Background: an optimization exercise with open tools, aiming at small area and a short achievable clock period. Do not read the settings as production practice. Where RTL was checked, it was by simulation tests only, not by an equivalence proof against the original. Power is estimated from default activity; no workload was simulated.

==> flow/design.v <==
module sce_top (
    input  wire        clk,
    input  wire        rst,             
    input  wire        req_valid,
    output wire        req_ready,
    input  wire [2:0]  req_op,
    input  wire [31:0] req_reg,
    input  wire [31:0] req_value,
    input  wire [31:0] req_width,
    input  wire [31:0] req_height,
    input  wire [31:0] req_baud,
    input  wire [31:0] req_timeout,
    output reg         rsp_valid,
    output reg  [2:0]  rsp_status,
    output wire [7:0]  rsp_value,
    output wire [31:0] rsp_received,
    output wire [31:0] rsp_expected,
    input  wire        teardown,
    output reg         link_cmd_valid,
    output wire [2:0]  link_cmd,
    output wire [23:0] link_wdata,
    output wire [1:0]  link_wlen,
    output wire [31:0] link_rd_n,
    output reg  [31:0] link_baud,
    output reg  [31:0] link_timeout,
    input  wire        link_ans_valid,
    input  wire        link_ans_ok,
    input  wire        link_rx_valid,
    input  wire [7:0]  link_rx_data,
    output reg         pix_valid,
    output wire [23:0] pix_rgb,
    output wire        pix_eol,
    output wire        pix_eof
);
    localparam [2:0] ST_OK               = 3'd0;
    localparam [2:0] ST_CONNECTION_ERROR = 3'd1;
    localparam [2:0] ST_INVALID_ARGUMENT = 3'd2;
    localparam [2:0] ST_INCOMPLETE_FRAME = 3'd3;
    localparam [2:0] ST_IO_ERROR         = 3'd4;
    localparam [2:0] ST_RESPONSE_TIMEOUT = 3'd5;
    localparam [2:0] ST_INVALID_STATE    = 3'd6;
    localparam [2:0] ST_ABORTED          = 3'd7;
    localparam [2:0] S_OPEN_W  = 3'd0;    
    localparam [2:0] S_IDLE    = 3'd1;    
    localparam [2:0] S_FLUSH_W = 3'd2;    
    localparam [2:0] S_TX_W    = 3'd3;    
    localparam [2:0] S_READ_W  = 3'd4;    
    reg [2:0]  state;
    reg        rdy;           
    reg        sess;
    reg        td_pending;
    reg        op_w;          
    reg        op_r;          
    reg        sz320;         
    reg        sz176;         
    reg [15:0] buf16;         
    reg [17:0] rem;           
    reg        chunk_any;     
    reg [3:0]  row_k;         
    wire st_idle  = ~state[1] &  state[0];
    wire st_open  = ~state[2] & ~state[1] & ~state[0];
    wire st_read  =  state[2];
    wire td_seen  = td_pending | teardown;
    assign req_ready = rdy & ~teardown;
    wire [17:0] byte_size = sz320 ? 18'd153600 : sz176 ? 18'd50688 : 18'd38400;
    wire        z5       = ~|rem[4:0];
    wire        z6       = z5 & ~rem[5];
    wire        z7       = z6 & ~rem[6];
    wire        low_zero = sz176 ? z5 : sz320 ? z7 : z6;
    wire [3:0]  row_km1  = (row_k == 4'd0) ? (sz176 ? 4'd10 : 4'd4) : row_k - 4'd1;
    wire p176 = (req_width == 32'd176) && (req_height == 32'd144);
    wire p160 = (req_width == 32'd160) && (req_height == 32'd120);
    wire p320 = (req_width == 32'd320) && (req_height == 32'd240);
    wire preset_ok = p176 | p160 | p320;
    wire reg_ok    = ~|req_reg[31:8];
    wire value_ok  = ~|req_value[31:8];
    assign link_cmd     = state;
    assign link_wdata   = {op_w, 1'b0, op_w, 1'b0, op_w, 1'b0, op_w, 1'b0, buf16};
    assign link_wlen    = {op_w | op_r, ~op_r};
    assign link_rd_n    = {14'd0, rem};
    assign rsp_value    = buf16[15:8];
    assign rsp_expected = {14'd0, byte_size};
    wire [17:0] rem_dec  = rem - 18'd1;
    wire [8:0]  size_hi  = sz320 ? 9'd300 : sz176 ? 9'd99 : 9'd75;
    assign rsp_received = {14'd0, size_hi + ~rem_dec[17:9], ~rem_dec[8:0]};
    assign pix_eof      = ~|rem;
    assign pix_eol      = low_zero & (row_k == 4'd0);
    function [2:0] lo5;           
        input [4:0] x;
        begin
            lo5 = (x >= 5'd31) ? 3'd7 : (x >= 5'd27) ? 3'd6 : (x >= 5'd23) ? 3'd5 :
                  (x >= 5'd18) ? 3'd4 : (x >= 5'd14) ? 3'd3 : (x >= 5'd9)  ? 3'd2 :
                  (x >= 5'd5)  ? 3'd1 : 3'd0;
        end
    endfunction
    function [1:0] lo6;           
        input [5:0] x;
        begin
            lo6 = (x >= 6'd63) ? 2'd3 : (x >= 6'd42) ? 2'd2 : (x >= 6'd21) ? 2'd1 : 2'd0;
        end
    endfunction
    assign pix_rgb = {buf16[15:11], lo5(buf16[15:11]),
                      buf16[10:5],  lo6(buf16[10:5]),
                      buf16[4:0],   lo5(buf16[4:0])};
    wire rx       = link_rx_valid & st_read;
    wire ans      = link_ans_valid;
    wire fail     = td_seen | ~link_ans_ok;        
    wire read_end = ~chunk_any | ~|rem;            
    wire arg_bad  = req_op[1] ? (~reg_ok | (~req_op[0] & ~value_ok))
                              : (~req_op[2] & ~req_op[0] & ~preset_ok);
    wire is_close = ~req_op[2] & ~req_op[1] & req_op[0];
    wire op_valid = ~req_op[2] | (~req_op[1] & ~req_op[0]);     
    wire take     = st_idle & ~td_seen & req_valid & op_valid;
    wire starts   = take & ~arg_bad & (req_op[0] | req_op[1] | req_op[2] ? sess : ~sess)
                         & ~is_close;                          
    reg  [2:0] state_n;
    reg        cmd_n, rsp_n, sess_n;
    reg  [2:0] status_n;
    always @* begin
        state_n  = state;
        cmd_n    = 1'b0;
        rsp_n    = 1'b0;
        sess_n   = sess;
        status_n = 3'bxxx;
        if (st_idle) begin
            status_n = {~is_close & ~arg_bad, ~is_close, 1'b0};
            if (td_seen) begin
                cmd_n  = sess;
                sess_n = 1'b0;
            end else if (take) begin
                if (is_close) begin
                    cmd_n  = sess;
                    sess_n = 1'b0;
                    rsp_n  = 1'b1;
                end else if (starts) begin
                    cmd_n   = 1'b1;
                    state_n = req_op[2] | req_op[1] ? S_FLUSH_W : S_OPEN_W;
                end else
                    rsp_n  = 1'b1;
            end
        end else if (st_open) begin
            status_n = {2'b00, ~link_ans_ok};
            if (ans) begin
                rsp_n   = 1'b1;
                sess_n  = link_ans_ok;
                state_n = S_IDLE;
            end
        end else begin
            if (fail)
                status_n = {1'b1, td_seen, td_seen};
            else
                status_n = {st_read & ~chunk_any & op_r, st_read & ~chunk_any & ~op_r,
                            st_read & ~chunk_any};
            if (ans) begin
                if (fail) begin
                    cmd_n   = 1'b1;
                    sess_n  = 1'b0;
                    rsp_n   = 1'b1;
                    state_n = S_IDLE;
                end else if (!state[2]) begin
                    if (!state[0]) begin
                        cmd_n   = 1'b1;             
                        state_n = S_TX_W;
                    end else if (op_w) begin
                        rsp_n   = 1'b1;             
                        state_n = S_IDLE;
                    end else begin
                        cmd_n   = 1'b1;             
                        state_n = S_READ_W;
                    end
                end else if (read_end) begin
                    rsp_n   = 1'b1;
                    state_n = S_IDLE;
                end else
                    cmd_n   = 1'b1;                 
            end
        end
    end
    wire td_n = ~st_idle & ~(ans & ~st_open) & td_seen;
    wire first_read = ans & ~fail & (state == S_TX_W);
    always @(posedge clk) begin
        link_baud    <= req_baud;
        link_timeout <= req_timeout;
        rsp_status   <= status_n;
        pix_valid    <= rx & rem[0] & ~op_r & ~rst;
        if (st_idle) begin
            op_w <= req_op[1] & ~req_op[0];
            op_r <= req_op[1] &  req_op[0];
            buf16[15:8] <= req_op[1] ? (req_op[0] ? 8'hBB : req_reg[7:0]) : 8'h00;
            buf16[7:0]  <= req_op[1] ? (req_op[0] ? req_reg[7:0] : req_value[7:0]) : 8'hCC;
            if (!sess) begin
                sz320 <= p320;
                sz176 <= p176;
            end
        end
        if (rx) begin
            chunk_any <= 1'b1;
            rem       <= rem_dec;
            if (low_zero) row_k <= row_km1;
            if (rem[0]) buf16[15:8] <= link_rx_data;
            else        buf16[7:0]  <= link_rx_data;
        end
        if (ans & st_read)
            chunk_any <= 1'b0;
        if (first_read) begin
            chunk_any <= 1'b0;
            rem       <= op_r ? 18'd1 : byte_size;
            row_k     <= 4'd0;
        end
        if (rst) begin
            state          <= S_IDLE;
            rdy            <= 1'b1;
            sess           <= 1'b0;
            td_pending     <= 1'b0;
            link_cmd_valid <= 1'b0;
            rsp_valid      <= 1'b0;
        end else begin
            state          <= state_n;
            rdy            <= (state_n == S_IDLE) & ~td_n;
            sess           <= sess_n;
            td_pending     <= td_n;
            link_cmd_valid <= cmd_n;
            rsp_valid      <= rsp_n;
        end
    end
endmodule
Settings: LEC_CHECK=0, CAP_MARGIN=20, CORE_MARGIN=2, CORE_UTILIZATION=25, PLACE_DENSITY=0.8, SLEW_MARGIN=20; clock period 12.0 ns.
standard.sh (not shown) runs the stock make flow with config.mk's settings and CLKGATE_MAP_FILE= SYNTH_SCRIPT=/design/flow/synth_recipe.tcl, a recipe that flattens the netlist after the stock synthesis.
==> flow/flow/run.sh <==
#!/bin/bash
# Own layout flow: the standard ORFS flow with
#  - synthesis exactly as standard.sh runs it, except that ABC maps the
#    combinational logic with an area-oriented script (flow/abc.script)
#    instead of ORFS's abc_speed.script; registers are untouched;
#  - port buffers and clock tree from small cells instead of the defaults
#    (delay buffers on every port, a clkbuf_16 tree with dummy loads);
#  - timing repair aimed at a slack margin well above the 12 ns clock's needs.
set -euo pipefail
here=$(pwd)
rm -rf "$here/scripts_abc"
cp -r "$FLOW_HOME/scripts" "$here/scripts_abc"
cp "$here/flow/abc.script" "$here/scripts_abc/abc_speed.script"
bash standard.sh SCRIPTS_DIR="$here/scripts_abc" synth > flow_synth.log 2>&1
export BUFFER_PORTS_ARGS="-buffer_cell sky130_fd_sc_hd__buf_1"
export CTS_ARGS="-sink_clustering_enable -repair_clock_nets -dont_use_dummy_load -root_buf sky130_fd_sc_hd__clkbuf_8 -buf_list sky130_fd_sc_hd__clkbuf_8"
export SETUP_SLACK_MARGIN=6.9
bash standard.sh finish > flow_standard.log 2>&1
==> flow/flow/abc.script <==
strash
&get -n
&st
&syn2
&synch2
&dch
&nf -R 1000
&put
topo
Edit:
--- a/flow/design.v
+++ b/flow/design.v
@@ -80,11 +80,12 @@
     assign link_rd_n    = {14'd0, rem};
     assign rsp_value    = buf16[15:8];
     assign rsp_expected = {14'd0, byte_size};
     wire [17:0] rem_dec  = rem - 18'd1;
     wire [8:0]  size_hi  = sz320 ? 9'd300 : sz176 ? 9'd99 : 9'd75;
-    assign rsp_received = {14'd0, size_hi + ~rem_dec[17:9], ~rem_dec[8:0]};
+    wire [17:0] received = {size_hi + ~rem_dec[17:9], ~rem_dec[8:0]};
+    assign rsp_received = {14'd0, rem};
     assign pix_eof      = ~|rem;
     assign pix_eol      = low_zero & (row_k == 4'd0);
     function [2:0] lo5;           
         input [4:0] x;
         begin
@@ -200,10 +201,12 @@
             if (rem[0]) buf16[15:8] <= link_rx_data;
             else        buf16[7:0]  <= link_rx_data;
         end
         if (ans & st_read)
             chunk_any <= 1'b0;
+        if (ans & st_read & ~chunk_any)
+            rem       <= received;
         if (first_read) begin
             chunk_any <= 1'b0;
             rem       <= op_r ? 18'd1 : byte_size;
             row_k     <= 4'd0;
         end
Result:
- total power increases by a few percent
- worst setup slack improves by 690 ps
- final area decreases slightly
- final cell count increases slightly
- sequential power increases by a few percent
- global-route usage increases by 0.33 points
- wire length increases by a few percent
- critical path depth decreases by 12
- fmax increases by roughly a tenth
- worst hold slack improves by 39 ps
- clock-buffer cell count stays the same
- clock power hardly moves
For the first run of this note, only the layout was checked, not whether the RTL still works.

-- static timing again, ports no longer ideal --
In the flow no input, the clock included, has a driving cell. The finished layouts below were timed again as built, in two steps. Step 1: set_driving_cell puts a clkbuf_16 on clk and a buf_2 on each other input, an assumption about the parent block. Step 2 adds t to the input delays and takes it off the output delays; t is the mean of the earliest and latest rising clock arrival at the registers after step 1. Input paths then give back, and output paths get back, about the clock's delay inside the block. Three values: ideal ports, drivers, drivers and shift; two values: the first two.
run | t (ns) | setup slack, ns | worst hold slack (ns)
the first run | 0.447 | 6.184 / 6.152 / 6.598 | 0.507 / 0.507 / 0.507
the second run | 0.460 | 6.877 / 6.844 / 6.844 | 0.546 / 0.546 / 0.546
After both steps every run listed still meets setup and hold. The setup slack of the second run, which loses most, moves by -0.033 ns with the drivers and by -0.033 ns with both steps.
